From an optimization exercise on the open Yosys and OpenROAD flow, aimed at small area, a short achievable clock period and few clock cycles per item; shortcuts taken in it are not production practice. In this exercise RTL edits were held to simulation tests only and were not proved equivalent to the original. Power is estimated from default activity; no workload was simulated.

===== flow/run.sh =====
#!/bin/bash
# synth_recipe.tcl (not shown) runs the flow's synth.tcl, then flattens the netlist and writes it again
# the make line also repeats each setting of config.mk as NAME=value (left out here)
make -C /OpenROAD-flow-scripts/flow DESIGN_CONFIG=/design/flow/config.mk WORK_HOME=/design/flow/orfs CLKGATE_MAP_FILE= SYNTH_SCRIPT=/design/flow/synth_recipe.tcl finish

===== flow/config.mk =====
export PLATFORM = sky130hd
export DESIGN_NAME = vce
export DESIGN_NICKNAME = vce
export VERILOG_FILES = /design/flow/design.v
export SDC_FILE = /design/flow/constraint.sdc
export NUM_CORES = 4
export LEC_CHECK = 0
export CAP_MARGIN = 20
export CORE_MARGIN = 2
export CORE_UTILIZATION = 30
export PLACE_DENSITY = 0.45
export SLEW_MARGIN = 20

===== flow/design.v =====
module vce #(
    parameter ADDR_BITS = 16
) (
    input  wire                 clk,
    input  wire                 rst,         
    input  wire                 csr_en,
    input  wire                 csr_we,
    input  wire [7:0]           csr_addr,
    input  wire [63:0]          csr_wdata,
    output reg  [63:0]          csr_rdata,
    output reg                  mem_req,
    output reg                  mem_we,
    output reg  [ADDR_BITS-1:0] mem_addr,
    output reg  [7:0]           mem_wdata,
    input  wire                 mem_ready,
    input  wire [7:0]           mem_rdata,
    input  wire                 mem_err,
    output wire                 irq
);
    localparam [63:0] ID_VALUE = 64'h5643_4531_001F_0001;
    localparam [3:0] E_OK        = 4'd0;
    localparam [3:0] E_BADCMD    = 4'd1;
    localparam [3:0] E_BADREGION = 4'd2;
    localparam [3:0] E_OVERLAP   = 4'd3;
    localparam [3:0] E_TOOSMALL  = 4'd4;
    localparam [3:0] E_TRUNC     = 4'd5;
    localparam [3:0] E_MALFORMED = 4'd6;
    localparam [3:0] E_MISMATCH  = 4'd7;
    localparam [3:0] E_BUS       = 4'd8;
    localparam [1:0] S_IDLE = 2'd0;
    localparam [1:0] S_RD   = 2'd1;      
    localparam [1:0] S_WR   = 2'd2;      
    localparam [1:0] S_FIN  = 2'd3;      
    localparam [1:0] EA_NONE = 2'd0;
    localparam [1:0] EA_RPTR = 2'd1;
    localparam [1:0] EA_WPTR = 2'd2;
    reg         ctrl_ie, ctrl_strict;
    reg         st_done, st_drop;
    reg  [3:0]  st_err;
    reg  [63:0] r_cmd, r_src, r_slen, r_dst, r_cap, r_count;
    reg         v_cmd, v_src, v_slen, v_dst, v_cap, v_count;
    reg         rvalid;                  
    reg         hi_flag;                 
    reg  [46:0] err_hi;
    reg  [1:0]  eas;                     
    reg  [1:0]  state;
    reg         strict;
    reg  [16:0] rptr, wptr;              
    reg  [16:0] lim;                     
    reg  [16:0] bc;                      
    reg  [13:0] ei;                      
    reg  [13:0] rem;                     
    reg  [4:0]  bi;                      
    reg  [4:0]  gl;                      
    reg  [5:0]  tb;                      
    reg  [3:0]  lenb;                    
    reg         f0, f1;                  
    reg  [63:0] V, W;
    reg  [7:0]  H;
    wire busy = (state != S_IDLE);
    assign irq = ctrl_ie & st_done;
    wire       is_dec = r_cmd[4];
    wire       c_leb  = (r_cmd[2:0] == 3'd0);
    wire       c_pv   = (r_cmd[2:0] == 3'd1);
    wire       c_sq   = (r_cmd[2:1] == 2'b01);   
    wire       c_sq2  = r_cmd[0];                
    wire       c_nl   = r_cmd[2];
    wire       pair   = c_nl & (rem[13:1] != 13'd0);
    wire [1:0] step   = pair ? 2'd2 : 2'd1;
    wire       last_g = (rem == {12'd0, step});
    wire        rd_ok = rvalid & ~busy;
    wire [16:0] ea_lo = (eas == EA_RPTR) ? rptr : (eas == EA_WPTR) ? wptr : 17'd0;
    always @* begin
        csr_rdata = 64'd0;
        if (csr_addr[2:0] == 3'd0) begin
            case (csr_addr[7:3])
                5'h00: csr_rdata = ID_VALUE;
                5'h01: csr_rdata = {62'd0, ctrl_strict, ctrl_ie};
                5'h02: csr_rdata = {48'd0, 4'd0, st_err & {4{rd_ok}}, 5'd0, st_drop, st_done, busy};
                5'h03: csr_rdata = r_cmd & {64{v_cmd}};
                5'h04: csr_rdata = r_src & {64{v_src}};
                5'h05: csr_rdata = r_slen & {64{v_slen}};
                5'h06: csr_rdata = r_dst & {64{v_dst}};
                5'h07: csr_rdata = r_cap & {64{v_cap}};
                5'h08: csr_rdata = r_count & {64{v_count}};
                5'h09: csr_rdata = {47'd0, bc & {17{rd_ok}}};
                5'h0A: csr_rdata = {50'd0, ei & {14{rd_ok}}};
                5'h0B: csr_rdata = {err_hi & {47{rd_ok & hi_flag}}, ea_lo & {17{rd_ok}}};
                default: csr_rdata = 64'd0;
            endcase
        end
    end
    wire        w_dec   = csr_wdata[4];
    wire        w_legal = (csr_wdata[63:5] == 59'd0) && (csr_wdata[3:0] <= 4'd4);
    wire        src_hz  = v_src   & (|r_src[63:17]);
    wire        slen_hz = v_slen  & (|r_slen[63:17]);
    wire        dst_hz  = v_dst   & (|r_dst[63:17]);
    wire        cap_hz  = v_cap   & (|r_cap[63:17]);
    wire        cnt_hz  = v_count & (|r_count[63:14]);
    wire [16:0] src_l   = r_src[16:0]   & {17{v_src}};
    wire [16:0] slen_l  = r_slen[16:0]  & {17{v_slen}};
    wire [16:0] dst_l   = r_dst[16:0]   & {17{v_dst}};
    wire [16:0] cap_l   = r_cap[16:0]   & {17{v_cap}};
    wire [13:0] cnt_l   = r_count[13:0] & {14{v_count}};
    wire        len_hz  = w_dec ? slen_hz : cnt_hz;
    wire [16:0] len_l   = w_dec ? slen_l : {cnt_l, 3'b000};
    wire [17:0] src_end = {1'b0, src_l} + {1'b0, len_l};
    wire [17:0] dst_end = {1'b0, dst_l} + {1'b0, cap_l};
    wire        src_bad = src_hz | len_hz | (src_end > 18'h10000);
    wire        dst_bad = dst_hz | cap_hz | (dst_end > 18'h10000);
    wire        ovl     = (len_l != 17'd0) && (cap_l != 17'd0) &&
                          ({1'b0, src_l} < dst_end) && ({1'b0, dst_l} < src_end);
    wire        dsmall  = w_dec & (cnt_hz | ({cnt_l, 3'b000} > cap_l));
    reg  [3:0]  s_code;
    reg  [1:0]  s_eas;
    always @* begin
        s_code = E_OK;
        s_eas  = EA_NONE;
        if (!w_legal)     begin s_code = E_BADCMD; end
        else if (src_bad) begin s_code = E_BADREGION; s_eas = EA_RPTR; end
        else if (dst_bad) begin s_code = E_BADREGION; s_eas = EA_WPTR; end
        else if (ovl)     begin s_code = E_OVERLAP;   s_eas = EA_WPTR; end
        else if (dsmall)  begin s_code = E_TOOSMALL;  s_eas = EA_WPTR; end
    end
    reg  [3:0] e_L;          
    reg  [3:0] e_p;          
    reg  [7:0] e_b0;         
    always @* begin
        if      (tb < 6'd7)  e_L = 4'd1;
        else if (tb < 6'd14) e_L = 4'd2;
        else if (tb < 6'd21) e_L = 4'd3;
        else if (tb < 6'd28) e_L = 4'd4;
        else if (tb < 6'd35) e_L = 4'd5;
        else if (tb < 6'd42) e_L = 4'd6;
        else if (tb < 6'd49) e_L = 4'd7;
        else if (tb < 6'd56) e_L = 4'd8;
        else if (tb < 6'd63) e_L = 4'd9;
        else                 e_L = 4'd10;
        if (!c_sq2) begin
            if      (tb <= 6'd7 && f0) e_p = 4'd0;
            else if (tb <= 6'd10)      e_p = 4'd1;
            else if (tb <= 6'd15)      e_p = 4'd2;
            else if (tb <= 6'd23)      e_p = 4'd3;
            else if (tb <= 6'd39)      e_p = 4'd5;
            else if (tb <= 6'd55)      e_p = 4'd7;
            else                       e_p = 4'd8;
        end else begin
            if      (tb <= 6'd7 && f0) e_p = 4'd0;
            else if (tb <= 6'd12 || (tb == 6'd13 && !f1)) e_p = 4'd1;
            else if (tb <= 6'd18)      e_p = 4'd2;
            else if (tb <= 6'd23)      e_p = 4'd3;
            else if (tb <= 6'd31)      e_p = 4'd4;
            else if (tb <= 6'd39)      e_p = 4'd5;
            else if (tb <= 6'd47)      e_p = 4'd6;
            else if (tb <= 6'd55)      e_p = 4'd7;
            else                       e_p = 4'd8;
        end
        if (e_p == 4'd0)  e_b0 = V[7:0];
        else if (!c_sq2) begin
            case (e_p)
                4'd1:    e_b0 = 8'hF1 + {5'd0, V[10:8]};
                4'd2:    e_b0 = 8'd249;
                4'd3:    e_b0 = 8'd250;
                4'd5:    e_b0 = 8'd251;
                4'd7:    e_b0 = 8'd252;
                default: e_b0 = 8'd253;
            endcase
        end else begin
            case (e_p)
                4'd1:    e_b0 = {2'b11, V[13:8]};
                4'd2:    e_b0 = {5'b11110, V[18:16]};
                default: e_b0 = 8'd245 + {4'd0, e_p};
            endcase
        end
    end
    wire [3:0] e_k   = (e_L == 4'd10) ? 4'd9 : e_L;      
    wire [3:0] e_la  = {1'b0, tb[5:3]} + 4'd1;           
    reg  [4:0] eglen;
    always @* begin
        if (c_nl)       eglen = 5'd1 + {1'b0, e_la} + (pair ? {1'b0, lenb} : 5'd0);
        else if (c_sq)  eglen = 5'd1 + {1'b0, e_p};
        else if (c_pv)  eglen = {1'b0, e_k};
        else            eglen = {1'b0, e_L};
    end
    wire fits = (lim[16:5] != 12'd0) || (eglen <= lim[4:0]);
    wire [7:0] rb = mem_rdata;
    reg  [4:0] d_tot;
    reg        d_malf0;
    reg  [3:0] d_p;          
    reg  [7:0] d_val;        
    integer    k;
    always @* begin
        d_tot   = 5'd1;
        d_malf0 = 1'b0;
        d_p     = 4'd0;
        d_val   = rb;
        if (c_pv) begin
            d_tot = 5'd9;
            for (k = 7; k >= 0; k = k - 1)
                if (!rb[k]) d_tot = k + 1;
        end else if (c_sq) begin
            d_val = 8'd0;
            if (!c_sq2) begin
                if      (rb <= 8'd240) begin d_p = 4'd0; d_val = rb; end
                else if (rb <= 8'd248) begin d_p = 4'd1; d_val = {5'd0, rb[2:0] - 3'd1}; end
                else if (rb == 8'd249) d_p = 4'd2;
                else if (rb == 8'd250) d_p = 4'd3;
                else if (rb == 8'd251) d_p = 4'd5;
                else if (rb == 8'd252) d_p = 4'd7;
                else                   d_p = 4'd8;
            end else begin
                if      (rb <= 8'd191) begin d_p = 4'd0; d_val = rb; end
                else if (rb <= 8'd239) begin d_p = 4'd1; d_val = {2'd0, rb[5:0]}; end
                else if (rb <= 8'd247) begin d_p = 4'd2; d_val = {5'd0, rb[2:0]}; end
                else                   d_p = rb[3:0] - 4'd5;     
            end
            d_malf0 = (rb[7:1] == 7'h7F);
            d_tot   = 5'd1 + {1'b0, d_p};
        end else if (c_nl) begin
            d_malf0 = (rb[7:4] == 4'd0) || (rb[7:4] > 4'd8) ||
                      (pair && ((rb[3:0] == 4'd0) || (rb[3:0] > 4'd8)));
            d_tot   = 5'd1 + {1'b0, rb[7:4]} + (pair ? {1'b0, rb[3:0]} : 5'd0);
        end
    end
    wire       bi0     = (bi == 5'd0);
    wire       d_malf  = c_leb ? (rb[7] && bi == 5'd9) : (bi0 && d_malf0);
    wire [4:0] d_totn  = bi0 ? d_tot : gl;
    wire       d_gdone = c_leb ? !rb[7] : (bi + 5'd1 == d_totn);
    wire [3:0] la_h = H[7:4];
    wire [3:0] lb_h = H[3:0];
    reg  [3:0] fs;
    always @* begin
        if (is_dec)     fs = (c_pv && gl != 5'd9) ? gl[3:0] : 4'd8;
        else if (c_leb) fs = (bi == 5'd9) ? 4'd7 : (4'd8 - bi[3:0]);
        else if (c_pv)  fs = (e_k == 4'd9) ? 4'd0 : (4'd8 - e_k);
        else            fs = 4'd0;
    end
    wire [15:0] fsrc = {V[7:0], H};
    wire [7:0]  fout = fsrc >> fs;
    reg  [6:0] vb;
    always @* begin
        if (c_nl)       vb = {(bi[3] ? lb_h : la_h), 3'b000};
        else if (c_sq)  vb = (gl <= 5'd3) ? {gl[3:0], 3'b000} : {gl[3:0] - 4'd1, 3'b000};
        else if (c_pv && gl == 5'd9) vb = 7'd64;
        else            vb = {gl[3:0], 3'b000} - {3'd0, gl[3:0]};
    end
    wire [7:0] vd = {1'b0, vb} - {2'd0, bi[2:0], 3'b000};
    reg  [7:0] dmask;
    always @* begin
        if (vd[7])                dmask = 8'h00;
        else if (vd[6:3] != 4'd0) dmask = 8'hFF;
        else                      dmask = ~(8'hFF << vd[2:0]);
    end
    wire       e_selw = c_nl & ({1'b0, bi} > {1'b0, e_la});
    reg  [7:0] wd;
    always @* begin
        if (is_dec) begin
            wd = (bi[3] ? W[7:0] : fout) & dmask;
        end else if (bi0 && c_nl) begin
            wd = {e_la, pair ? lenb : 4'd0};
        end else if (bi0 && c_sq) begin
            wd = e_b0;
        end else if (bi0 && c_pv && e_k == 4'd9) begin
            wd = 8'hFF;
        end else if (c_leb) begin
            wd = {({1'b0, bi} + 5'd1 != {1'b0, eglen}), fout[6:0]};
        end else if (e_selw) begin
            wd = W[7:0];
        end else begin
            wd = fout;
        end
    end
    wire lim_nz = (lim != 17'd0);
    always @* begin
        mem_req   = 1'b0;
        mem_we    = 1'b0;
        mem_addr  = rptr[ADDR_BITS-1:0];
        mem_wdata = wd;
        case (state)
            S_RD: mem_req = is_dec ? lim_nz : 1'b1;
            S_WR: begin
                mem_req  = is_dec | ~bi0 | fits;
                mem_we   = 1'b1;
                mem_addr = wptr[ADDR_BITS-1:0];
            end
            default: ;
        endcase
    end
    wire acc = mem_req & mem_ready;
    reg        fin;
    reg  [3:0] fin_code;
    reg  [1:0] fin_eas;
    reg        g_end;            
    always @* begin
        fin      = 1'b0;
        fin_code = E_OK;
        fin_eas  = EA_NONE;
        g_end    = 1'b0;
        case (state)
            S_FIN: begin
                fin      = 1'b1;
                fin_code = st_err;
                fin_eas  = eas;
                if (st_err == E_OK && is_dec && strict && lim_nz) begin
                    fin_code = E_MISMATCH; fin_eas = EA_RPTR;
                end
            end
            S_RD: begin
                if (is_dec && !lim_nz) begin
                    fin = 1'b1; fin_code = E_TRUNC; fin_eas = EA_RPTR;
                end else if (mem_ready && mem_err) begin
                    fin = 1'b1; fin_code = E_BUS; fin_eas = EA_RPTR;
                end else if (mem_ready && is_dec && d_malf) begin
                    fin = 1'b1; fin_code = E_MALFORMED; fin_eas = EA_RPTR;
                end
            end
            S_WR: begin
                if (!is_dec && bi0 && !fits) begin
                    fin = 1'b1; fin_code = E_TOOSMALL; fin_eas = EA_WPTR;
                end else if (mem_ready && mem_err) begin
                    fin = 1'b1; fin_code = E_BUS; fin_eas = EA_WPTR;
                end else if (mem_ready) begin
                    g_end = is_dec ? (bi[2:0] == 3'd7 && (bi[3] || !pair))
                                   : ({1'b0, bi} + 5'd1 == {1'b0, eglen});
                    if (g_end && last_g) begin
                        fin = 1'b1;
                        if (is_dec && strict && (lim != 17'd0)) begin
                            fin_code = E_MISMATCH; fin_eas = EA_RPTR;
                        end
                    end
                end
            end
            default: ;
        endcase
    end
    wire       rd_acc = (state == S_RD) & acc & ~mem_err & ~(is_dec & d_malf);
    wire       wr_acc = (state == S_WR) & acc & ~mem_err;
    reg        ld_en;
    reg  [3:0] ld_ix;
    reg  [7:0] ld_d;
    always @* begin
        ld_en = 1'b0;
        ld_ix = bi[3:0];
        ld_d  = rb;
        if (!is_dec) begin
            ld_en = 1'b1;
        end else if (c_nl) begin
            ld_en = ~bi0;
            ld_ix = (bi <= {1'b0, la_h}) ? (bi[3:0] - 4'd1) : (bi[3:0] + 4'd7 - la_h);
        end else if (c_sq | c_pv) begin
            ld_en = ~bi0 | (c_sq & (d_p <= 4'd2));
            ld_ix = bi0 ? d_p : (bi[3:0] - 4'd1);
            ld_d  = bi0 ? d_val : rb;
        end
    end
    wire vsh = wr_acc & (is_dec | (bi != 5'd8));
    wire wsh = wr_acc & (is_dec ? bi[3] : e_selw);
    wire hsh = vsh & ~(is_dec & c_nl);
    reg [63:0] Vn, Wn;
    integer b;
    always @* begin
        Vn = V;
        Wn = W;
        if (vsh) Vn = {8'd0, V[63:8]};
        if (wsh) Wn = {8'd0, W[63:8]};
        if (rd_acc && ld_en) begin
            for (b = 0; b < 8; b = b + 1) begin
                if (ld_ix == b)     Vn[8*b +: 8] = ld_d;
                if (ld_ix == b + 8) Wn[8*b +: 8] = ld_d;
            end
        end
        if (rd_acc && is_dec && c_leb) begin
            for (b = 0; b < 9; b = b + 1)
                if (bi == b) Vn[7*b +: 7] = rb[6:0];
            if (bi == 5'd9) Vn[63] = rb[0];
        end
    end
    reg [2:0] msb;
    always @* begin
        msb = 3'd0;
        for (k = 1; k < 8; k = k + 1)
            if (rb[k]) msb = k;
    end
    wire       host_wr  = csr_en & csr_we & ~rst & (csr_addr[2:0] == 3'd0);
    wire [4:0] host_reg = csr_addr[7:3];
    wire       accept   = host_wr & (host_reg == 5'h03) & ~busy;
    always @(posedge clk) begin
        if (rst) begin
            ctrl_ie     <= 1'b0;
            ctrl_strict <= 1'b1;
            st_done     <= 1'b0;
            st_drop     <= 1'b0;
            v_cmd       <= 1'b0;
            v_src       <= 1'b0;
            v_slen      <= 1'b0;
            v_dst       <= 1'b0;
            v_cap       <= 1'b0;
            v_count     <= 1'b0;
            rvalid      <= 1'b0;
            state       <= S_IDLE;
        end else begin
            if (host_wr) begin
                case (host_reg)
                    5'h01: begin
                        ctrl_ie     <= csr_wdata[0];
                        ctrl_strict <= csr_wdata[1];
                    end
                    5'h02: begin
                        if (csr_wdata[1]) st_done <= 1'b0;
                        if (csr_wdata[2]) st_drop <= 1'b0;
                    end
                    5'h03: begin
                        if (busy) st_drop <= 1'b1;
                        else begin
                            v_cmd   <= 1'b1;
                            rvalid  <= 1'b1;
                            st_done <= 1'b0;
                            state   <= (s_code != E_OK || cnt_l == 14'd0) ? S_FIN : S_RD;
                        end
                    end
                    5'h04: v_src   <= 1'b1;
                    5'h05: v_slen  <= 1'b1;
                    5'h06: v_dst   <= 1'b1;
                    5'h07: v_cap   <= 1'b1;
                    5'h08: v_count <= 1'b1;
                    default: ;
                endcase
            end
            if (fin) begin
                st_done <= 1'b1;
                state   <= S_IDLE;
            end else if (state == S_RD && rd_acc && (is_dec ? d_gdone : bi[2:0] == 3'd7 && (bi[3] || !pair))) begin
                state <= S_WR;
            end else if (state == S_WR && g_end) begin
                state <= S_RD;
            end
        end
    end
    always @(posedge clk) begin
        if (host_wr) begin
            case (host_reg)
                5'h04: r_src   <= csr_wdata;
                5'h05: r_slen  <= csr_wdata;
                5'h06: r_dst   <= csr_wdata;
                5'h07: r_cap   <= csr_wdata;
                5'h08: r_count <= csr_wdata;
                default: ;
            endcase
        end
        if (accept) begin
            r_cmd   <= csr_wdata;
            strict  <= ctrl_strict;
            st_err  <= s_code;
            eas     <= s_eas;
            hi_flag <= w_legal & (src_bad ? src_hz : dst_bad & dst_hz);
            err_hi  <= src_bad ? r_src[63:17] : r_dst[63:17];
            rptr    <= src_l;
            wptr    <= dst_l;
            lim     <= w_dec ? slen_l : cap_l;
            rem     <= cnt_l;
            bc      <= 17'd0;
            ei      <= 14'd0;
            bi      <= 5'd0;
        end
        if (fin) begin
            st_err <= fin_code;
            eas    <= fin_eas;
        end
        V <= Vn;
        W <= Wn;
        if (rd_acc) begin
            rptr <= rptr + 17'd1;
            if (is_dec) begin
                lim <= lim - 17'd1;
                if (c_leb)    gl <= bi + 5'd1;
                else if (bi0) gl <= d_tot;
                if (bi0) H <= rb;
                bi <= d_gdone ? 5'd0 : bi + 5'd1;
            end else begin
                if (bi[3] == 1'b0) begin
                    if (bi0) begin
                        tb <= (rb != 8'd0) ? {3'd0, msb} : 6'd0;
                        f0 <= c_sq2 ? (rb[7:6] != 2'b11) : (rb <= 8'd240);
                    end else if (rb != 8'd0) begin
                        tb <= {bi[2:0], msb};
                    end
                    if (bi == 5'd1) f1 <= rb[4];
                end else begin
                    if (rb != 8'd0 || bi == 5'd8) lenb <= bi[3:0] - 4'd7;
                end
                if (bi[2:0] == 3'd7 && (bi[3] || !pair)) begin
                    bi <= 5'd0;
                    H  <= 8'h7F;
                end else begin
                    bi <= bi + 5'd1;
                end
            end
        end
        if (wr_acc) begin
            wptr <= wptr + 17'd1;
            if (!is_dec) lim <= lim - 17'd1;
            if (hsh) H <= V[7:0];
            if (g_end) begin
                bc  <= bc + {12'd0, is_dec ? gl : eglen};
                ei  <= ei + {12'd0, step};
                rem <= rem - {12'd0, step};
                bi  <= 5'd0;
            end else begin
                bi <= bi + 5'd1;
            end
        end
    end
endmodule

===== flow/constraint.sdc =====
create_clock -name core_clock -period 14.0 [get_ports {clk}]
set_input_delay 2.8000 -clock core_clock [delete_from_list [all_inputs] [get_ports {clk}]]
set_output_delay 2.8000 -clock core_clock [all_outputs]
set_load 0.01 [all_outputs]

==> impl_metrics.py, run 1 <==
metrics = {
    "hold_path": {
        "min_to": "W[59]$_DFF_P_",
        "hold_path.class": "flop to flop",
        "hp-start": "W[59]$_DFF_P_",
        "hold_depth": 2,
    },
    "clocking": {
        "cts_tree": "yes",
        "cts_setup_buffers": 0,
        "root_buffer": "clkbuf_16",
        "ctsHoldBuffers": 0,
        "clockBufferDepth": 3,
        "clk_pin_slew_ns": 0.06,
        "ctsResizeCount": 0,
        "cts_sinks": 705,
        "cts-htree-levels": 3,
        "clk_latency_ns": 0.68,
        "numCtsBuffers": 83,
    },
    "timing": {
        "final.setup_skew_ns": 0.0262,
        "worst_pin_slew_ns": 1.12,
        "report.final.slew_viol_count": 0,
        "finalCritPeriodShare_pct": 68.4,
        "grt_setup_unrepaired": "false",
        "final.setup.worst_slack_ns": 4.42,
        "setup_tns_ns": 0,
        "period_needed_ns": 9.58,
        "fmax_mhz": 104,
        "slew_headroom_pct": 24.9,
        "final-hold-violation-count": 0,
        "finalSetupViolations": 0,
        "fin_hold_ws_ns": 0.456,
    },
    "yosys": {
        "synthArstFlopShare_pct": 0,
        "synth_edf_count": 495,
        "synth_seq_cells": 705,
        "synth_ff_type": "edfxtp_1",
        "synth_cell_types": 101,
        "synth_seq_area_share_pct": 48.4,
        "synth_cells": 3809,
        "ys_warn_count": 1,
        "synth_area_um2": 39400,
        "syn_avg_cell_area_um2": 10.3,
        "syn_nets": 4053,
    },
    "finish": {
        "instances_no_fill": 5728,
        "final_core_util_pct": 35.4,
        "area_delta_synth_final_pct": 16.7,
        "drive_gt1_share_pct": 9.82,
        "layout.nets": 4159,
    },
    "grt": {
        "grt_pass1_wl_mm": 228,
        "grt_pass1_vias": 31600,
        "grt_max_degree": 63,
        "antenna_found_initial": 16,
        "grtUsageTotal_pct": 22.6,
        "gr-total-overflow": 0,
    },
    "status": {
        "status": "complete, no violations",
    },
    "place": {
        "port_buffers": 176,
        "dp.cells": 5572,
        "preCtsSetupSlack_ns": 4.61,
        "dp_hpwl_mm": 111,
        "gp_congestion": 0.912,
    },
    "drt": {
        "dr.pass1.iters": 8,
        "detailedRoute.firstIterationViolations": 4169,
        "drc": 0,
        "vias": 32900,
        "postRouteAntennaNets": 0,
        "vias_per_cell": 5.75,
        "routed_wirelength_mm": 157,
        "wire_per_inst_um": 27.5,
    },
    "floorplan": {
        "num_rows": 132,
        "fp.coreArea_um2": 130000,
        "die_h_um": 366,
        "die_x_um": 366,
        "start_util_pct": 30.3,
        "dieArea_um2": 134000,
        "io_pins": 177,
    },
    "worst_setup_path": {
        "reg2regPathDepth": 21,
        "cp.required_ns": 11.20,
        "worst_ep_arrival_time_ns": 6.78,
        "r2r-start": "tb[4]$_SDFFCE_PP0P_",
        "setup.worst_path.start_class": "flop",
        "critPathKind": "flop to primary output",
        "regToRegSetupSlack_ns": 6.45,
        "cp_max_fo": 21,
        "timing.rr.end": "V[40]$_DFF_P_",
        "endpoint_kind": "primary output",
    },
    "run": {
        "cap_violations": 0,
    },
    "power": {
        "p_per_area_nw_per_um2": 101,
        "ir_worst_vdd_v": 0.000105,
        "p_leak_nw": 15.7,
    },
}
flip-flops by register name (all words and copies together), names as in the netlist, 47 cells and up:
name     cells
V           64
W           64
r_cap       64
r_cmd       64
r_count     64
r_dst       64
r_slen      64
r_src       64
err_hi      47
synthesized netlist by cell type, types with 52 or more instances:
library cell  count  area, um^2
mux2_2           93        1050
mux2i_1         158        1580
dfxtp_1         210        4200
a31oi_1          93         582
a21oi_1         150         751
nand3_1          83         415
nor2_1          227         852
nand4_1          68         425
inv_1           114         428
nor4_1           90         563
a22oi_1         116         871
edfxtp_1        495       14900
nand2_1         396        1490
and2_1           66         413
clkbuf_1        186         698
ha_1            149        1860
a222oi_1         61         611
o21ai_0         216        1080
nor3_1           52         260
placed cells by master (no fill, tap or decap), types with 22 or more instances in the layout:
cell,netlist,final
a221oi_1,35,35
nand3_1,83,83
a22o_1,27,27
nand2_1,396,395
o211ai_1,25,25
o21ai_0,216,215
o21a_1,28,28
inv_1,114,113
nand2b_1,25,24
and3_1,37,32
o31ai_1,32,31
a211oi_1,25,25
nor2_1,227,221
nor3_1,52,50
xor2_1,44,44
nand4_1,68,68
mux2_2,93,93
a22oi_1,116,116
a21o_1,41,41
clkdlybuf4s50_1,0,175
buf_4,2,80
nor2b_1,41,41
a31oi_1,93,92
edfxtp_1,495,495
a21oi_1,150,149
clkbuf_16,0,85
and2_1,66,65
a222oi_1,61,61
dfxtp_1,210,210
ha_1,149,149
xnor2_1,51,51
nor4_1,90,90
or3_1,22,22
mux2i_1,158,158
layout make-up:
cell class,count,area (um^2)
multi-input combinational,2753,19100
inverter,116,440
timing repair buffer,256,2360
clock buffer,110,2290
fill,13100,84000
sequential,705,19100
clock inverter,42,527
tap,1742,2180
antenna,4,10.0
stage by stage:
step           area, um^2  total power [mW]
2_1_floorplan       39400              2.33
3_5_place_dp        43100              2.41
6_report            46000              4.65
5_1_grt             46000              4.79
4_1_cts             46000              4.70
3_3_place_gp        43100              2.41
kinds of logic after synthesis:
family / count (synthesis) / share of synthesized area, %
compound gates: 1059 / 19.1
xor+xnor: 95 / 2.11
fa+ha+maj: 159 / 5.21
buf+inv: 351 / 3.48
flops: 705 / 48.4
mux: 255 / 6.90
simple gates: 1185 / 14.8
per-layer routing:
layer | track usage [%] | share of wire (%) | vias to the layer above
met5 | 0 | 0.074 | -
met4 | 5.87 | 2.3 | 18
met3 | 3.61 | 6.9 | 202
met2 | 35.5 | 45 | 1376
met1 | 32.3 | 46 | 16400
li1 | - | - | 15000
critical path, stage by stage, from the launching register on:
cell and delay, ns:
edfxtp_1 0.82, inv_1 0.27, ha_1 0.25, nor2b_1 0.15
a21oi_1 0.42, a31oi_1 0.21, nand2_1 0.24, inv_1 0.12
ha_1 0.33, o31ai_1 0.29, a21oi_1 0.12, o31ai_1 0.54
nor2_1 0.21, ha_1 0.34, o21a_1 0.12, o211ai_1 0.21
a21o_1 0.27, a21oi_1 0.21, nor2b_1 0.34, clkdlybuf4s50_1 0.64
power by group:
| group | internal, mW | switching (mW) |
|---|---|---|
| Clock | 1.36 | 0.927 |
| Combinational | 0.0477 | 0.0951 |
| Sequential | 2.22 | 0.00267 |
| Total | 3.63 | 1.02 |
worst max path at each step:
stage | from | cells after the start | slack, ns | to
3_5_place_dp | csr_addr[6] | 8 | 4.61 | csr_rdata[55]
6_report | tb[4]$_SDFFCE_PP0P_ | 19 | 4.42 | mem_req
4_1_cts | tb[4]$_SDFFCE_PP0P_ | 19 | 4.49 | mem_req
2_1_floorplan | csr_addr[1] | 3 | 5.75 | r_dst[0]$_DFFE_PP_
5_1_grt | tb[4]$_SDFFCE_PP0P_ | 19 | 4.04 | mem_req
3_3_place_gp | csr_addr[6] | 8 | 4.62 | csr_rdata[55]
Testbench counts, summed over its fixed seeds: cycles 118,654, items 10,572.
==> inputs of run 2 (changes only) <==
--- a/flow/design.v
+++ b/flow/design.v
@@ -58,2 +58,6 @@
     reg  [63:0] V, W;
+    reg  [4:0]  eg;                      
+    reg         fits_q;                  
+    reg         lz;                      
+    integer     k;
     reg  [7:0]  H;
@@ -94,7 +98,5 @@
     wire        w_legal = (csr_wdata[63:5] == 59'd0) && (csr_wdata[3:0] <= 4'd4);
-    wire        src_hz  = v_src   & (|r_src[63:17]);
-    wire        slen_hz = v_slen  & (|r_slen[63:17]);
-    wire        dst_hz  = v_dst   & (|r_dst[63:17]);
-    wire        cap_hz  = v_cap   & (|r_cap[63:17]);
-    wire        cnt_hz  = v_count & (|r_count[63:14]);
+    reg         src_hz, slen_hz, dst_hz, cap_hz, cnt_hz;
+    wire        wd_hz17 = |csr_wdata[63:17];
+    wire        wd_hz14 = wd_hz17 | (|csr_wdata[16:14]);
     wire [16:0] src_l   = r_src[16:0]   & {17{v_src}};
@@ -124,38 +126,80 @@
     end
+    reg [2:0] msb;
+    always @* begin
+        msb = 3'd0;
+        for (k = 1; k < 8; k = k + 1)
+            if (mem_rdata[k]) msb = k;
+    end
+    reg  [5:0] tb_n;
+    reg  [3:0] lenb_n;
+    reg        f0_n, f1_n;
+    always @* begin
+        tb_n   = tb;
+        lenb_n = lenb;
+        f0_n   = f0;
+        f1_n   = f1;
+        if (!bi[3]) begin
+            if (bi == 5'd0) begin
+                tb_n = (mem_rdata != 8'd0) ? {3'd0, msb} : 6'd0;
+                f0_n = c_sq2 ? (mem_rdata[7:6] != 2'b11) : (mem_rdata <= 8'd240);
+            end else if (mem_rdata != 8'd0) begin
+                tb_n = {bi[2:0], msb};
+            end
+            if (bi == 5'd1) f1_n = mem_rdata[4];
+        end else if (mem_rdata != 8'd0 || bi == 5'd8) begin
+            lenb_n = bi[3:0] - 4'd7;
+        end
+    end
     reg  [3:0] e_L;          
     reg  [3:0] e_p;          
-    reg  [7:0] e_b0;         
     always @* begin
-        if      (tb < 6'd7)  e_L = 4'd1;
-        else if (tb < 6'd14) e_L = 4'd2;
-        else if (tb < 6'd21) e_L = 4'd3;
-        else if (tb < 6'd28) e_L = 4'd4;
-        else if (tb < 6'd35) e_L = 4'd5;
-        else if (tb < 6'd42) e_L = 4'd6;
-        else if (tb < 6'd49) e_L = 4'd7;
-        else if (tb < 6'd56) e_L = 4'd8;
-        else if (tb < 6'd63) e_L = 4'd9;
-        else                 e_L = 4'd10;
+        if      (tb_n < 6'd7)  e_L = 4'd1;
+        else if (tb_n < 6'd14) e_L = 4'd2;
+        else if (tb_n < 6'd21) e_L = 4'd3;
+        else if (tb_n < 6'd28) e_L = 4'd4;
+        else if (tb_n < 6'd35) e_L = 4'd5;
+        else if (tb_n < 6'd42) e_L = 4'd6;
+        else if (tb_n < 6'd49) e_L = 4'd7;
+        else if (tb_n < 6'd56) e_L = 4'd8;
+        else if (tb_n < 6'd63) e_L = 4'd9;
+        else                   e_L = 4'd10;
         if (!c_sq2) begin
-            if      (tb <= 6'd7 && f0) e_p = 4'd0;
-            else if (tb <= 6'd10)      e_p = 4'd1;
-            else if (tb <= 6'd15)      e_p = 4'd2;
-            else if (tb <= 6'd23)      e_p = 4'd3;
-            else if (tb <= 6'd39)      e_p = 4'd5;
-            else if (tb <= 6'd55)      e_p = 4'd7;
-            else                       e_p = 4'd8;
+            if      (tb_n <= 6'd7 && f0_n) e_p = 4'd0;
+            else if (tb_n <= 6'd10)        e_p = 4'd1;
+            else if (tb_n <= 6'd15)        e_p = 4'd2;
+            else if (tb_n <= 6'd23)        e_p = 4'd3;
+            else if (tb_n <= 6'd39)        e_p = 4'd5;
+            else if (tb_n <= 6'd55)        e_p = 4'd7;
+            else                           e_p = 4'd8;
         end else begin
-            if      (tb <= 6'd7 && f0) e_p = 4'd0;
-            else if (tb <= 6'd12 || (tb == 6'd13 && !f1)) e_p = 4'd1;
-            else if (tb <= 6'd18)      e_p = 4'd2;
-            else if (tb <= 6'd23)      e_p = 4'd3;
-            else if (tb <= 6'd31)      e_p = 4'd4;
-            else if (tb <= 6'd39)      e_p = 4'd5;
-            else if (tb <= 6'd47)      e_p = 4'd6;
-            else if (tb <= 6'd55)      e_p = 4'd7;
-            else                       e_p = 4'd8;
-        end
-        if (e_p == 4'd0)  e_b0 = V[7:0];
+            if      (tb_n <= 6'd7 && f0_n) e_p = 4'd0;
+            else if (tb_n <= 6'd12 || (tb_n == 6'd13 && !f1_n)) e_p = 4'd1;
+            else if (tb_n <= 6'd18)        e_p = 4'd2;
+            else if (tb_n <= 6'd23)        e_p = 4'd3;
+            else if (tb_n <= 6'd31)        e_p = 4'd4;
+            else if (tb_n <= 6'd39)        e_p = 4'd5;
+            else if (tb_n <= 6'd47)        e_p = 4'd6;
+            else if (tb_n <= 6'd55)        e_p = 4'd7;
+            else                           e_p = 4'd8;
+        end
+    end
+    wire [3:0] la_n = {1'b0, tb_n[5:3]} + 4'd1;
+    reg  [4:0] eglen_n;
+    always @* begin
+        if (c_nl)       eglen_n = 5'd1 + {1'b0, la_n} + (pair ? {1'b0, lenb_n} : 5'd0);
+        else if (c_sq)  eglen_n = 5'd1 + {1'b0, e_p};
+        else if (c_pv)  eglen_n = (e_L == 4'd10) ? 5'd9 : {1'b0, e_L};
+        else            eglen_n = {1'b0, e_L};
+    end
+    wire fits_n = (lim[16:5] != 12'd0) || (eglen_n <= lim[4:0]);
+    wire [4:0] eglen = eg;
+    wire       fits  = fits_q;
+    wire [3:0] e_k   = eg[3:0];                          
+    wire [3:0] e_la  = {1'b0, tb[5:3]} + 4'd1;           
+    wire [3:0] e_pq  = eg[3:0] - 4'd1;                   
+    reg  [7:0] e_b0;                                     
+    always @* begin
+        if (e_pq == 4'd0)  e_b0 = V[7:0];
         else if (!c_sq2) begin
-            case (e_p)
+            case (e_pq)
                 4'd1:    e_b0 = 8'hF1 + {5'd0, V[10:8]};
@@ -168,6 +212,6 @@
         end else begin
-            case (e_p)
+            case (e_pq)
                 4'd1:    e_b0 = {2'b11, V[13:8]};
                 4'd2:    e_b0 = {5'b11110, V[18:16]};
-                default: e_b0 = 8'd245 + {4'd0, e_p};
+                default: e_b0 = 8'd245 + {4'd0, e_pq};
             endcase
@@ -175,12 +219,2 @@
     end
-    wire [3:0] e_k   = (e_L == 4'd10) ? 4'd9 : e_L;      
-    wire [3:0] e_la  = {1'b0, tb[5:3]} + 4'd1;           
-    reg  [4:0] eglen;
-    always @* begin
-        if (c_nl)       eglen = 5'd1 + {1'b0, e_la} + (pair ? {1'b0, lenb} : 5'd0);
-        else if (c_sq)  eglen = 5'd1 + {1'b0, e_p};
-        else if (c_pv)  eglen = {1'b0, e_k};
-        else            eglen = {1'b0, e_L};
-    end
-    wire fits = (lim[16:5] != 12'd0) || (eglen <= lim[4:0]);
     wire [7:0] rb = mem_rdata;
@@ -190,3 +224,2 @@
     reg  [7:0] d_val;        
-    integer    k;
     always @* begin
@@ -241,3 +274,3 @@
     always @* begin
-        if (c_nl)       vb = {(bi[3] ? lb_h : la_h), 3'b000};
+        if (c_nl)       vb = {la_h, 3'b000};
         else if (c_sq)  vb = (gl <= 5'd3) ? {gl[3:0], 3'b000} : {gl[3:0] - 4'd1, 3'b000};
@@ -257,3 +290,3 @@
         if (is_dec) begin
-            wd = (bi[3] ? W[7:0] : fout) & dmask;
+            wd = bi[3] ? W[7:0] : (fout & dmask);
         end else if (bi0 && c_nl) begin
@@ -272,3 +305,3 @@
     end
-    wire lim_nz = (lim != 17'd0);
+    wire lim_nz = lz;
     always @* begin
@@ -326,3 +359,3 @@
                         fin = 1'b1;
-                        if (is_dec && strict && (lim != 17'd0)) begin
+                        if (is_dec && strict && lz) begin
                             fin_code = E_MISMATCH; fin_eas = EA_RPTR;
@@ -338,16 +371,20 @@
     reg        ld_en;
-    reg  [3:0] ld_ix;
+    reg  [2:0] ld_ix;
     reg  [7:0] ld_d;
+    reg        w_in;
     always @* begin
         ld_en = 1'b0;
-        ld_ix = bi[3:0];
+        ld_ix = bi[2:0];
         ld_d  = rb;
+        w_in  = 1'b0;
         if (!is_dec) begin
-            ld_en = 1'b1;
+            ld_en = ~bi[3];
+            w_in  = bi[3];
         end else if (c_nl) begin
-            ld_en = ~bi0;
-            ld_ix = (bi <= {1'b0, la_h}) ? (bi[3:0] - 4'd1) : (bi[3:0] + 4'd7 - la_h);
+            ld_en = ~bi0 & (bi <= {1'b0, la_h});
+            ld_ix = bi[2:0] - 3'd1;
+            w_in  = (bi > {1'b0, la_h});
         end else if (c_sq | c_pv) begin
             ld_en = ~bi0 | (c_sq & (d_p <= 4'd2));
-            ld_ix = bi0 ? d_p : (bi[3:0] - 4'd1);
+            ld_ix = bi0 ? d_p[2:0] : (bi[2:0] - 3'd1);
             ld_d  = bi0 ? d_val : rb;
@@ -356,3 +393,3 @@
     wire vsh = wr_acc & (is_dec | (bi != 5'd8));
-    wire wsh = wr_acc & (is_dec ? bi[3] : e_selw);
+    wire wsh = wr_acc & (is_dec ? (bi[3] | ({1'b0, bi[2:0]} + lb_h < 4'd8)) : e_selw);
     wire hsh = vsh & ~(is_dec & c_nl);
@@ -365,7 +402,6 @@
         if (wsh) Wn = {8'd0, W[63:8]};
+        if (rd_acc && w_in) Wn = {rb, W[63:8]};
         if (rd_acc && ld_en) begin
-            for (b = 0; b < 8; b = b + 1) begin
-                if (ld_ix == b)     Vn[8*b +: 8] = ld_d;
-                if (ld_ix == b + 8) Wn[8*b +: 8] = ld_d;
-            end
+            for (b = 0; b < 8; b = b + 1)
+                if (ld_ix == b) Vn[8*b +: 8] = ld_d;
         end
@@ -377,8 +413,2 @@
     end
-    reg [2:0] msb;
-    always @* begin
-        msb = 3'd0;
-        for (k = 1; k < 8; k = k + 1)
-            if (rb[k]) msb = k;
-    end
     wire       host_wr  = csr_en & csr_we & ~rst & (csr_addr[2:0] == 3'd0);
@@ -398,2 +428,7 @@
             v_count     <= 1'b0;
+            src_hz      <= 1'b0;
+            slen_hz     <= 1'b0;
+            dst_hz      <= 1'b0;
+            cap_hz      <= 1'b0;
+            cnt_hz      <= 1'b0;
             rvalid      <= 1'b0;
@@ -420,7 +455,7 @@
                     end
-                    5'h04: v_src   <= 1'b1;
-                    5'h05: v_slen  <= 1'b1;
-                    5'h06: v_dst   <= 1'b1;
-                    5'h07: v_cap   <= 1'b1;
-                    5'h08: v_count <= 1'b1;
+                    5'h04: begin v_src   <= 1'b1; src_hz  <= wd_hz17; end
+                    5'h05: begin v_slen  <= 1'b1; slen_hz <= wd_hz17; end
+                    5'h06: begin v_dst   <= 1'b1; dst_hz  <= wd_hz17; end
+                    5'h07: begin v_cap   <= 1'b1; cap_hz  <= wd_hz17; end
+                    5'h08: begin v_count <= 1'b1; cnt_hz  <= wd_hz14; end
                     default: ;
@@ -454,3 +489,3 @@
             eas     <= s_eas;
-            hi_flag <= w_legal & (src_bad ? src_hz : dst_bad & dst_hz);
+            hi_flag <= w_legal & (src_bad ? src_hz : (dst_bad & dst_hz));
             err_hi  <= src_bad ? r_src[63:17] : r_dst[63:17];
@@ -459,2 +494,3 @@
             lim     <= w_dec ? slen_l : cap_l;
+            lz      <= (w_dec ? slen_l : cap_l) != 17'd0;
             rem     <= cnt_l;
@@ -474,2 +510,3 @@
                 lim <= lim - 17'd1;
+                lz  <= (lim != 17'd1);
                 if (c_leb)    gl <= bi + 5'd1;
@@ -479,13 +516,8 @@
             end else begin
-                if (bi[3] == 1'b0) begin
-                    if (bi0) begin
-                        tb <= (rb != 8'd0) ? {3'd0, msb} : 6'd0;
-                        f0 <= c_sq2 ? (rb[7:6] != 2'b11) : (rb <= 8'd240);
-                    end else if (rb != 8'd0) begin
-                        tb <= {bi[2:0], msb};
-                    end
-                    if (bi == 5'd1) f1 <= rb[4];
-                end else begin
-                    if (rb != 8'd0 || bi == 5'd8) lenb <= bi[3:0] - 4'd7;
-                end
+                tb     <= tb_n;
+                lenb   <= lenb_n;
+                f0     <= f0_n;
+                f1     <= f1_n;
+                eg     <= eglen_n;
+                fits_q <= fits_n;
                 if (bi[2:0] == 3'd7 && (bi[3] || !pair)) begin
@@ -500,3 +532,6 @@
             wptr <= wptr + 17'd1;
-            if (!is_dec) lim <= lim - 17'd1;
+            if (!is_dec) begin
+                lim <= lim - 17'd1;
+                lz  <= (lim != 17'd1);
+            end
             if (hsh) H <= V[7:0];
==> flow/flow/run.sh (new file) <==
#!/bin/bash
# Standard layout, with two changes to how timing repair may work:
#  - ports are buffered with buf_2 (not the default delay-cell buffer), and
#  - repair may resize gates across footprints and aims for extra setup slack.
set -euo pipefail
export BUFFER_PORTS_ARGS="-buffer_cell sky130_fd_sc_hd__buf_2"
bash standard.sh MATCH_CELL_FOOTPRINT=0 SETUP_SLACK_MARGIN=7 finish > standard.log 2>&1
==> flow/standard.sh (new file) <==
#!/bin/bash
# synth_recipe.tcl (not shown) runs the flow's synth.tcl, then flattens the netlist and writes it again
# the make line also repeats each setting of config.mk as NAME=value (left out here)
make -C /OpenROAD-flow-scripts/flow DESIGN_CONFIG=/design/flow/config.mk WORK_HOME=/design/flow/orfs CLKGATE_MAP_FILE= SYNTH_SCRIPT=/design/flow/synth_recipe.tcl "${@:-finish}"
--- a/flow/config.mk
+++ b/flow/config.mk
@@ -7,6 +7,7 @@
 export LEC_CHECK = 0
-export CAP_MARGIN = 20
+export ABC_CLOCK_PERIOD_IN_PS = 6000
+export CAP_MARGIN = 40
 export CORE_MARGIN = 2
-export CORE_UTILIZATION = 30
-export PLACE_DENSITY = 0.45
-export SLEW_MARGIN = 20
+export CORE_UTILIZATION = 55
+export PLACE_DENSITY = 0.7
+export SLEW_MARGIN = 30
removed: flow/run.sh
==> run 2 against run 1 <==
Net effect:
- sequential share of layout area grew 1.5 points
- via count rose by 0.83%
- hold slack worse by 0.044 ns
- critical path depth shrank 12
- sequential power increased by 3%
- register-to-register slack better by 2.0 ns
- global-route usage is 14 points higher
- clock skew rose by 0.0026 ns
- die area fell by 46%
- highest routed layer unchanged
==> impl_metrics.py, run 2 <==
metrics = {
    "yosys": {
        "synth_top_family_by_area": "compound AO/OA/AOI/OAI gates",
        "synth_top_area_share_pct": 43.7,
        "synth_seq_cells": 717,
        "synth_ff_type": "edfxtp_1",
        "synth_common_cells": "565 x edfxtp_1, 306 x nand2_1, 206 x nor2_1, 193 x o21ai_0, 160 x clkbuf_1",
        "yosysTopAreaCell": "edfxtp_1",
        "synth-xor-area-share_pct": 1.91,
        "synth_area_um2": 38800,
        "synth_fa_ha_area_share_pct": 5.33,
        "syn_avg_cell_area_um2": 11.0,
        "synth_mux_area_share_pct": 7.48,
        "synthArstFlopShare_pct": 0,
        "synth_compound_area_share_pct": 17.9,
        "synth_edf_count": 565,
        "syn_nets": 3760,
        "synthSimpleGateAreaFrac_pct": 12.7,
        "synth_cell_types": 106,
        "yosysMostFrequentCell": "edfxtp_1",
        "synth_cells": 3517,
        "ys_warn_count": 1,
        "synth.top_cells.by_area": "edfxtp_1 44%, dfxtp_1 7.8%, ha_1 4.8%",
        "synth_seq_area_share_pct": 51.6,
    },
    "status": {
        "status": "complete, no violations",
    },
    "clocking": {
        "ctsHoldBuffers": 0,
        "root_buffer": "clkbuf_16",
        "clockBufferDepth": 3,
        "clk_pin_slew_ns": 0.06,
        "cts_sinks": 717,
        "cts_tree": "yes",
        "cts-htree-levels": 3,
        "numCtsBuffers": 77,
        "clk_latency_ns": 0.65,
    },
    "worst_setup_path": {
        "reg2regPathDepth": 18,
        "regToRegSetupSlack_ns": 8.40,
        "cp.required_ns": 11.20,
        "critPathKind": "input port to primary output",
        "worst_ep_arrival_time_ns": 4.72,
        "cp_max_fo": 3,
        "setup.worst_path.start_class": "input port",
        "timing.rr.end": "st_err[2]$_DFFE_PP_",
        "endpoint_kind": "primary output",
        "r2r-start": "v_cap$_SDFFE_PP0P_",
    },
    "grt": {
        "grtUsageTotal_pct": 36.6,
        "grt_pass1_wl_mm": 202,
        "grt_max_degree": 65,
        "grt_pass1_vias": 31500,
        "gr-total-overflow": 0,
        "antenna_found_initial": 3,
    },
    "hold_path": {
        "hp-start": "W[40]$_DFFE_PP_",
        "hold_depth": 0,
        "hold_path.class": "flop to flop",
        "min_to": "W[32]$_DFFE_PP_",
    },
    "timing": {
        "slew_headroom_pct": 29.2,
        "setup_tns_ns": 0,
        "fmax_mhz": 133,
        "finalCritPeriodShare_pct": 53.7,
        "final-hold-violation-count": 0,
        "grt_setup_unrepaired": "true",
        "report.final.slew_viol_count": 0,
        "finalSetupViolations": 0,
        "period_needed_ns": 7.52,
        "worst_pin_slew_ns": 1.06,
        "final.setup_skew_ns": 0.0287,
    },
    "power": {
        "p_comb_share_pct": 2.8,
        "pwr-share-seq_pct": 51.0,
        "ir_worst_vdd_v": 0.000117,
        "swShare_pct": 22.0,
        "power.switching_mw": 0.987,
        "intPower_mw": 3.50,
        "p_leak_nw": 17.0,
        "clock_power_share_pct": 46.2,
        "p_per_area_nw_per_um2": 96.4,
    },
    "floorplan": {
        "fp.coreArea_um2": 69900,
        "start_util_pct": 55.5,
        "dieArea_um2": 72700,
        "num_rows": 97,
        "io_pins": 177,
        "die_x_um": 270,
        "die_h_um": 270,
    },
    "finish": {
        "fin_area_um2": 46500,
        "layout_commonest_cell": "edfxtp_1",
        "mostFrequentLayoutCells": "565 x edfxtp_1, 292 x nand2_1, 198 x nor2_1",
        "area_delta_synth_final_pct": 20.0,
        "layout.nets": 4038,
        "drive_gt1_share_pct": 22.1,
    },
    "run": {
        "cap_violations": 0,
    },
    "place": {
        "dp_hpwl_mm": 88.9,
        "gp_congestion": 1.03,
        "port_buffers": 176,
        "placedInstanceArea_um2": 41200,
    },
    "drt": {
        "postRouteAntennaNets": 0,
        "dr.pass1.iters": 13,
        "vias": 33200,
        "drc": 0,
        "detailedRoute.firstIterationViolations": 5241,
        "vias_per_cell": 6.92,
        "wire_per_inst_um": 29.1,
        "routed_wirelength_mm": 140,
    },
}
-- run 2: changes by cell type after synthesis, moves of 12 or more --
cell / change
clkbuf_1: -26
dfxtp_1: -58
nor4_1: -48
mux2_1: +13
xnor2_1: -12
a22o_1: -18
o21ai_0: -23
edfxtp_1: +70
nor2_1: -21
mux2_2: +13
nand2_1: -90
nand4_1: -31
o221a_2: -19
-- run 2: routing by layer --
metal  GRT usage [%]  vias up  routed length (um)
met5               0        -                  27
met4            18.4        4                8160
met3            7.01      445               15400
met2            57.1     2259               63300
met1            49.0    16200               52600
li1                -    14300                   -
-- run 2: power by group through the flow --
stage / Sequential (mW) / Clock, mW / Combinational, mW
floorplan: 2.33 / 0 / 0.0486
global placement: 2.33 / 0 / 0.101
detailed placement: 2.33 / 0 / 0.105
CTS: 2.29 / 2.08 / 0.115
global route: 2.29 / 2.16 / 0.133
finish: 2.29 / 2.07 / 0.128
-- run 2: cell families after synthesis --
kind of cell             after synthesis
multiplexers                         275
XOR/XNOR                              83
adder cells (fa/ha/maj)              162
buffers and inverters                316
AO/OA/AOI/OAI                        976
flip-flops                           717
AND/OR/NAND/NOR                      988
-- run 2: layout make-up --
type	instances	area, um^2
fillers	5221	23400
flip-flops and latches	717	20000
multi-input cells	2486	18700
repair buffers	394	3540
clock buffers	100	2150
well taps	940	1180
inverters	119	473
clock inverters	41	452
diodes	1	2.50
-- run 2: worst max-delay path: stages --
cell and delay (ns):
buf_12 0.10, nand3b_1 0.19, buf_4 0.18, nor4_2 0.56
o211ai_1 0.35, a31oi_2 0.36, buf_2 0.18
-- run 2: what timing repair did --
item / CTS / global route
hold endpoints to repair: 0 / 0
buffers inserted: 64 / 36
pin swaps: 82 / 56
endpoints found under the setup margin: 78 / 78
gates resized for setup: 195 / 90
cloned: 26 / 8
-- run 2: stage by stage --
stage	hold slack [ns]	power, mW	util, %	std cells	setup slack [ns]
floorplan	0.400	2.38	-	3517	6.85
global placement	0.401	2.44	58.7	4497	5.50
detailed placement	0.405	2.44	59.0	4511	5.46
CTS	0.413	4.48	65.3	4742	6.52
global route	0.419	4.58	66.6	4798	6.45
finish	0.412	4.49	66.6	4798	6.48
-- run 2: how the worst max path moves through the flow --
stage,start,endpoint
after floorplan,csr_addr[7],csr_rdata[49]
after global placement,csr_addr[7],csr_rdata[56]
after detailed placement,csr_addr[7],csr_rdata[56]
after CTS,csr_addr[5],csr_rdata[15]
after global routing,csr_addr[5],csr_rdata[60]
final,csr_addr[5],csr_rdata[16]
Testbench counts of run 2, summed over its fixed seeds: cycles 118,654, items 10,572.
==> inputs of run 3 (changes only) <==
--- a/flow/config.mk
+++ b/flow/config.mk
@@ -11,2 +11,4 @@
 export CORE_UTILIZATION = 55
+export CTS_CLUSTER_DIAMETER = 70
+export CTS_CLUSTER_SIZE = 25
 export PLACE_DENSITY = 0.7
==> run 3 against run 2 <==
Net effect:
- global-route usage fell by 0.42 points
- clock-buffer cell count fell by 50
- area after synthesis did not move
- sequential power barely moved
- synthesized cell count did not move
- clock skew rose by 0.013 ns
- first-iteration DRC count rose by 0.80%
- critical endpoint unchanged
==> impl_metrics.py, run 3 <==
metrics = {
    "status": {
        "status": "complete, no violations",
    },
    "timing": {
        "report.final.slew_viol_count": 0,
        "final-hold-violation-count": 0,
        "finalCritPeriodShare_pct": 54.0,
        "finalSetupViolations": 0,
        "final.setup.worst_slack_ns": 6.44,
        "period_needed_ns": 7.56,
        "fin_hold_ws_ns": 0.420,
        "worst_pin_slew_ns": 1.07,
        "slew_headroom_pct": 28.9,
        "fmax_mhz": 132,
        "final.setup_skew_ns": 0.0420,
        "setup_tns_ns": 0,
        "grt_setup_unrepaired": "true",
    },
    "worst_setup_path": {
        "crit_path_max_incr_delay_ns": 0.47,
        "crit_start": "csr_addr[5]",
        "setup.worst_path.start_class": "input port",
        "crit_family": "compound AO/OA/AOI/OAI gates",
        "cp_max_fo": 5,
        "worst_ep_arrival_time_ns": 4.76,
        "cp.required_ns": 11.20,
        "crit_buf_inv": 3,
        "crit_slowest_cell": "or3b_4",
        "crit_path_cell_trace": "buf_12 -> nand3b_1 -> buf_6 -> or3b_4 -> a221o_1 -> o211ai_1 -> a31oi_2 -> buf_2",
        "regToRegSetupSlack_ns": 8.44,
        "critPathKind": "input port to primary output",
        "r2r-start": "v_count$_SDFFE_PP0P_",
        "endpoint_kind": "primary output",
    },
    "yosys": {
        "synth_common_cells": "565 x edfxtp_1, 306 x nand2_1, 206 x nor2_1, 193 x o21ai_0, 160 x clkbuf_1",
        "syn_nets": 3760,
        "synth_top_area_share_pct": 43.7,
        "yosysMostFrequentCell": "edfxtp_1",
        "synth_area_um2": 38800,
        "synth_cell_types": 106,
        "synth_cells": 3517,
        "synth.top_cells.by_area": "edfxtp_1 44%, dfxtp_1 7.8%, ha_1 4.8%",
        "synth_seq_cells": 717,
        "synthArstFlopShare_pct": 0,
        "yosysTopAreaCell": "edfxtp_1",
        "syn_avg_cell_area_um2": 11.0,
        "ys_warn_count": 1,
        "synth_edf_count": 565,
        "synth_seq_area_share_pct": 51.6,
        "synth_ff_type": "edfxtp_1",
    },
    "place": {
        "gp_congestion": 1.03,
        "port_buffers": 176,
        "dp_hpwl_mm": 88.9,
        "preCtsSetupSlack_ns": 5.46,
    },
    "clocking": {
        "clk_latency_ns": 0.64,
        "cts_tree": "yes",
        "clockBufferDepth": 3,
        "root_buffer": "clkbuf_16",
        "clk_pin_slew_ns": 0.09,
        "cts_sinks": 717,
        "numCtsBuffers": 42,
        "cts-htree-levels": 2,
        "ctsHoldBuffers": 0,
    },
    "finish": {
        "drive_gt1_share_pct": 20.9,
        "area_delta_synth_final_pct": 16.6,
        "mostFrequentLayoutCells": "565 x edfxtp_1, 293 x nand2_1, 198 x nor2_1",
        "layout.nets": 3989,
        "layout_commonest_cell": "edfxtp_1",
        "n_fill_cell": 5358,
    },
    "drt": {
        "vias": 32600,
        "routed-wl-met2_mm": 62.8,
        "wire_per_inst_um": 28.9,
        "wl_met1_mm": 52.5,
        "routed_wirelength_mm": 136,
        "drc": 0,
        "postRouteAntennaNets": 0,
        "dr.pass1.iters": 9,
        "vias_per_cell": 6.91,
        "dr.max_layer_used": "met5",
        "dr_wl_met3_mm": 14.0,
        "detailedRoute.firstIterationViolations": 5283,
    },
    "grt": {
        "grt_pass1_vias": 30900,
        "grt_pass1_wl_mm": 200,
        "antenna_found_initial": 3,
        "grt_max_degree": 65,
        "gr-total-overflow": 0,
        "grtUsageTotal_pct": 36.1,
    },
    "run": {
        "cap_violations": 0,
    },
    "hold_path": {
        "hold_path.class": "flop to flop",
        "hp-start": "W[18]$_DFFE_PP_",
    },
    "power": {
        "p_leak_nw": 16.4,
        "ir_worst_vdd_v": 0.000104,
        "p_total_mw": 3.84,
        "p_per_area_nw_per_um2": 85.0,
    },
    "floorplan": {
        "fp.coreArea_um2": 69900,
        "dieArea_um2": 72700,
        "die_h_um": 270,
        "num_rows": 97,
        "start_util_pct": 55.5,
        "io_pins": 177,
        "die_x_um": 270,
    },
}
==> run 3: cell types whose count changed in the layout (fill, tap and decap cells not counted), moves of 6 or more <==
cell / before / now
buf_4: 146 / 136
clkbuf_1: 13 / 6
clkbuf_16: 98 / 60
clkbuf_8: 7 / 1
clkinv_1: 16 / 5
clkinv_2: 15 / 2
inv_8: 0 / 7
==> run 3: per-stage QoR <==
step                      util, %  std cells  instance area [um^2]
after global routing         64.7       4717                 45200
after detailed placement     59.0       4511                 41200
after global placement       58.7       4497                 41000
after floorplan                 -       3517                 39300
final                        64.7       4717                 45200
after CTS                    63.7       4674                 44500
==> run 3: area by class of cell <==
| class | count | area, um^2 | share of cell area (%) |
|---|---|---|---|
| Antenna cell | 1 | 2.50 | 0.00553 |
| Clock buffer | 50 | 1110 | 2.46 |
| Clock inverter | 24 | 355 | 0.785 |
| Inverter | 119 | 473 | 1.05 |
| Multi-Input combinational cell | 2486 | 18700 | 41.4 |
| Sequential cell | 717 | 20000 | 44.2 |
| Tap cell | 940 | 1180 | 2.60 |
| Timing Repair Buffer | 380 | 3380 | 7.47 |
==> run 3: worst register-to-register path: stages, from the launching register on <==
cell	delay, ns
dfxtp_1	0.84
nand2_1	0.35
o21ai_1	0.54
ha_1	0.43
a211o_1	0.37
o2111ai_1	0.26
a21boi_0	0.16
or2_2	0.32
ha_1	0.29
nand4_1	0.14
nor2_2	0.15
a211oi_1	0.06
o31a_1	0.13
o31ai_4	0.21
and4_4	0.31
o31ai_2	0.12
or3_1	0.40
o32ai_1	0.29
==> run 3: where the power goes <==
group          leakage (nW)  switching, mW  internal [mW]  total [mW]
Clock                 0.716          0.786          0.649        1.44
Sequential             6.26        0.00245           2.28        2.29
Combinational          9.38         0.0847         0.0395       0.124
==> run 3: routing by layer <==
metal  vias to the layer above  GRT usage (%)
met5                         -              0
met4                         4           16.7
met3                       385           5.71
met2                      2108           57.1
met1                     16000           49.2
li1                      14100              -
==> run 3: timing repair <==
action,CTS,global route
buffers inserted,64,28
gates cloned,25,4
gates resized for setup,197,74
pin swaps,75,49
setup endpoints to repair,78,77
==> run 3: cells by family after synthesis <==
| family | share of synthesized area (%) |
|---|---|
| simple gates | 12.7 |
| compound gates | 17.9 |
| flops | 51.6 |
| buf+inv | 3.15 |
| mux | 7.48 |
| fa+ha+maj | 5.33 |
| xor+xnor | 1.91 |
==> run 3: path summary, 6_finish.rpt <==
kind	endpoint	cells after the start
setup reg to reg	st_err[2]$_DFFE_PP_	17
setup / recovery	csr_rdata[16]	8
hold reg to reg	W[10]$_DFFE_PP_	0
hold / removal	W[10]$_DFFE_PP_	0
==> inputs of run 4 (changes only) <==
--- a/flow/flow/run.sh
+++ b/flow/flow/run.sh
@@ -6,2 +6,2 @@
 export BUFFER_PORTS_ARGS="-buffer_cell sky130_fd_sc_hd__buf_2"
-bash standard.sh MATCH_CELL_FOOTPRINT=0 SETUP_SLACK_MARGIN=7 finish > standard.log 2>&1
+bash standard.sh MATCH_CELL_FOOTPRINT=0 SETUP_SLACK_MARGIN=6 finish > standard.log 2>&1
==> run 4 against run 3 <==
Net effect:
- still clean on timing, DRC and antenna
- global-route usage decreased by 1.6 points
- synthesized cell count unchanged
- die area unchanged
- area after synthesis unchanged
- non-clock buffer count decreased by 123
- combinational power decreased by 11%
- maximum frequency decreased by 5.5%
- via count decreased by 2.2%
- flip-flop and latch count unchanged
- utilization decreased by 3.7 points
- critical path type unchanged
- highest routed layer unchanged
==> impl_metrics.py, run 4 <==
metrics = {
    "yosys": {
        "synth_edf_count": 565,
        "synth_ff_type": "edfxtp_1",
        "yosysTopAreaCell": "edfxtp_1",
        "synth_seq_cells": 717,
        "syn_nets": 3760,
        "synth.top_cells.by_area": "edfxtp_1 44%, dfxtp_1 7.8%, ha_1 4.8%",
        "synth_seq_area_share_pct": 51.6,
        "synth_cells": 3517,
        "synth_cell_types": 106,
        "synth_top_area_share_pct": 43.7,
        "synth_area_um2": 38800,
        "yosysMostFrequentCell": "edfxtp_1",
        "ys_warn_count": 1,
        "syn_avg_cell_area_um2": 11.0,
        "synth_common_cells": "565 x edfxtp_1, 306 x nand2_1, 206 x nor2_1, 193 x o21ai_0, 160 x clkbuf_1",
        "synthArstFlopShare_pct": 0,
    },
    "finish": {
        "layout_commonest_cell": "edfxtp_1",
        "layout.nets": 3866,
        "mostFrequentLayoutCells": "565 x edfxtp_1, 303 x nand2_1, 200 x nor2_1",
        "area_delta_synth_final_pct": 9.91,
        "drive_gt1_share_pct": 14.3,
    },
    "place": {
        "dp_hpwl_mm": 90.1,
        "gp_congestion": 1.01,
        "port_buffers": 176,
    },
    "timing": {
        "finalCritPeriodShare_pct": 57.1,
        "period_needed_ns": 8.00,
        "worst_pin_slew_ns": 0.918,
        "grt_setup_unrepaired": "true",
        "report.final.slew_viol_count": 0,
        "final.setup_skew_ns": 0.0585,
        "setup_tns_ns": 0,
        "slew_headroom_pct": 38.2,
        "finalSetupViolations": 0,
        "fmax_mhz": 125,
        "final-hold-violation-count": 0,
    },
    "worst_setup_path": {
        "endpoint": "csr_rdata[10]",
        "crit_path_cell_trace": "buf_2 -> nand3b_1 -> nor2_2 -> a22o_1 -> o21ai_0 -> a31oi_1 -> buf_2",
        "crit_buf_inv": 2,
        "setup.worst_path.start_class": "input port",
        "cp_max_fo": 14,
        "crit_start": "csr_addr[3]",
        "r2r-start": "v_count$_SDFFE_PP0P_",
        "endpoint_kind": "primary output",
        "crit_path_frequent_cell": "buf_2",
        "reg2regPathDepth": 18,
        "crit_path_max_incr_delay_ns": 0.63,
        "worst_ep_arrival_time_ns": 5.20,
        "cp.depth": 7,
        "timing.rr.end": "st_err[2]$_DFFE_PP_",
        "critPathKind": "input port to primary output",
        "cp.required_ns": 11.20,
        "crit_family": "compound AO/OA/AOI/OAI gates",
        "crit_slowest_cell": "nor2_2",
        "regToRegSetupSlack_ns": 7.79,
    },
    "floorplan": {
        "io_pins": 177,
        "dieArea_um2": 72700,
        "num_rows": 97,
        "die_x_um": 270,
        "start_util_pct": 55.5,
        "die_h_um": 270,
        "fp.coreArea_um2": 69900,
    },
    "power": {
        "ir_worst_vdd_v": 0.000107,
        "p_leak_nw": 15.3,
        "p_per_area_nw_per_um2": 91.4,
        "p_total_mw": 3.90,
    },
    "drt": {
        "routed_wirelength_mm": 130,
        "dr.pass1.iters": 10,
        "vias": 31900,
        "detailedRoute.firstIterationViolations": 4698,
        "drc": 0,
        "postRouteAntennaNets": 0,
        "vias_per_cell": 6.92,
        "wire_per_inst_um": 28.2,
    },
    "grt": {
        "grt_max_degree": 76,
        "grtUsageTotal_pct": 34.5,
        "gr-total-overflow": 0,
        "grt_pass1_vias": 30600,
        "antenna_found_initial": 8,
        "grt_pass1_wl_mm": 192,
    },
    "clocking": {
        "numCtsBuffers": 44,
        "cts-htree-levels": 2,
        "cts_tree": "yes",
        "clk_latency_ns": 0.65,
        "clk_pin_slew_ns": 0.10,
        "clockBufferDepth": 3,
        "ctsHoldBuffers": 0,
        "cts_sinks": 717,
        "root_buffer": "clkbuf_16",
    },
    "hold_path": {
        "hold_path.class": "flop to flop",
    },
    "status": {
        "status": "complete, no violations",
    },
    "run": {
        "cap_violations": 0,
    },
}
==> run 4: layout make-up <==
class,instances,area [um^2]
fill,5727,27300
sequential,717,20000
multi-input combinational,2484,17800
timing repair buffer,257,1640
clock buffer,58,1180
tap,940,1180
inverter,119,463
clock inverter,24,408
antenna,4,10.0
==> run 4: timing repair <==
item / CTS / global route
gates resized for setup: 12 / 19
gates cloned: 0 / 1
endpoints found under the setup margin: 50 / 24
pin swaps: 0 / 1
buffers inserted: 0 / 3
==> run 4: worst min-delay path by stage <==
stage                        startpoint              end  slack, ns  cells after the start
finish                  W[48]$_DFFE_PP_  W[40]$_DFFE_PP_       0.41                      0
global route        W[58]$_SDFFCE_PN0P_  W[50]$_DFFE_PP_       0.43                      0
detailed placement      W[48]$_DFFE_PP_  W[40]$_DFFE_PP_       0.40                      0
CTS                     W[48]$_DFFE_PP_  W[40]$_DFFE_PP_       0.42                      0
floorplan                W[8]$_DFFE_PP_   W[0]$_DFFE_PP_       0.40                      0
global placement        W[50]$_DFFE_PP_  W[42]$_DFFE_PP_       0.40                      0
==> run 4: per-stage QoR <==
step / worst slack [ns] / hold slack [ns] / utilization, % / std cells / instance area (um^2)
floorplan: 3.59 / 0.400 / - / 3517 / 38800
global placement: 5.08 / 0.401 / 58.1 / 4490 / 40600
detailed placement: 5.50 / 0.405 / 58.3 / 4505 / 40800
CTS: 5.96 / 0.422 / 60.7 / 4587 / 42400
global route: 5.93 / 0.431 / 61.0 / 4601 / 42600
finish: 6.00 / 0.414 / 61.0 / 4603 / 42600
==> run 4: layer usage <==
layer / routed length, um / part of all wire (%) / vias to the layer above / global-route usage, %
met5: 41 / 0.032 / - / 0
met4: 4610 / 3.6 / 6 / 12.0
met3: 14000 / 11 / 320 / 6.76
met2: 57800 / 45 / 1936 / 52.8
met1: 53300 / 41 / 15700 / 49.2
li1: - / - / 13900 / -
==> run 4: power breakdown <==
group          leakage [nW]  internal (mW)  switching (mW)
sequential             6.26           2.28         0.00250
clock                 0.768          0.708           0.794
combinational          8.32         0.0295          0.0803
total                  15.3           3.02           0.877
==> run 4: kinds of logic after synthesis <==
kind of cell,synth area share [%]
fa+ha+maj,5.33
buf+inv,3.15
simple gates,12.7
flops,51.6
xor+xnor,1.91
mux,7.48
compound gates,17.9

-- re-timing with driven ports --
The flow's constraints put no driver on any port. The routed layouts listed below were extracted and timed again, unchanged, in two steps.
Step 1 sets driving cells, clkbuf_16 on the clock port and buf_2 on the other inputs (assumed; they add their load-dependent delay and slew).
Step 2 adds t to the input delays and takes it off the output delays; t is the mean of the earliest and latest rising clock arrival at the registers after step 1. Input paths then give back, and output paths get back, about the clock's delay inside the block.
Three values: no drivers, after step 1, after step 2; two values: the first two.
| run | t (ns) | setup WS [ns] | hold slack, ns | cell pins on the clock port's net |
|---|---|---|---|---|
| run 1 | 0.736 | 4.420 / 4.349 / 4.402 | 0.456 / 0.456 / 0.456 | 1 |
| run 2 | 0.703 | 6.481 / 6.424 / 6.424 | 0.412 / 0.412 / 0.412 | 1 |
| run 3 | 0.688 | 6.438 / 6.353 / 6.353 | 0.420 / 0.420 / 0.420 | 1 |
| run 4 | 0.693 | 6.000 / 5.966 / 5.628 | 0.414 / 0.414 / 0.414 | 1 |
After both steps setup and hold are still met in every run listed. For run 4, which loses most, drivers alone change the setup slack by -0.034 ns; drivers and shift together by -0.372 ns.
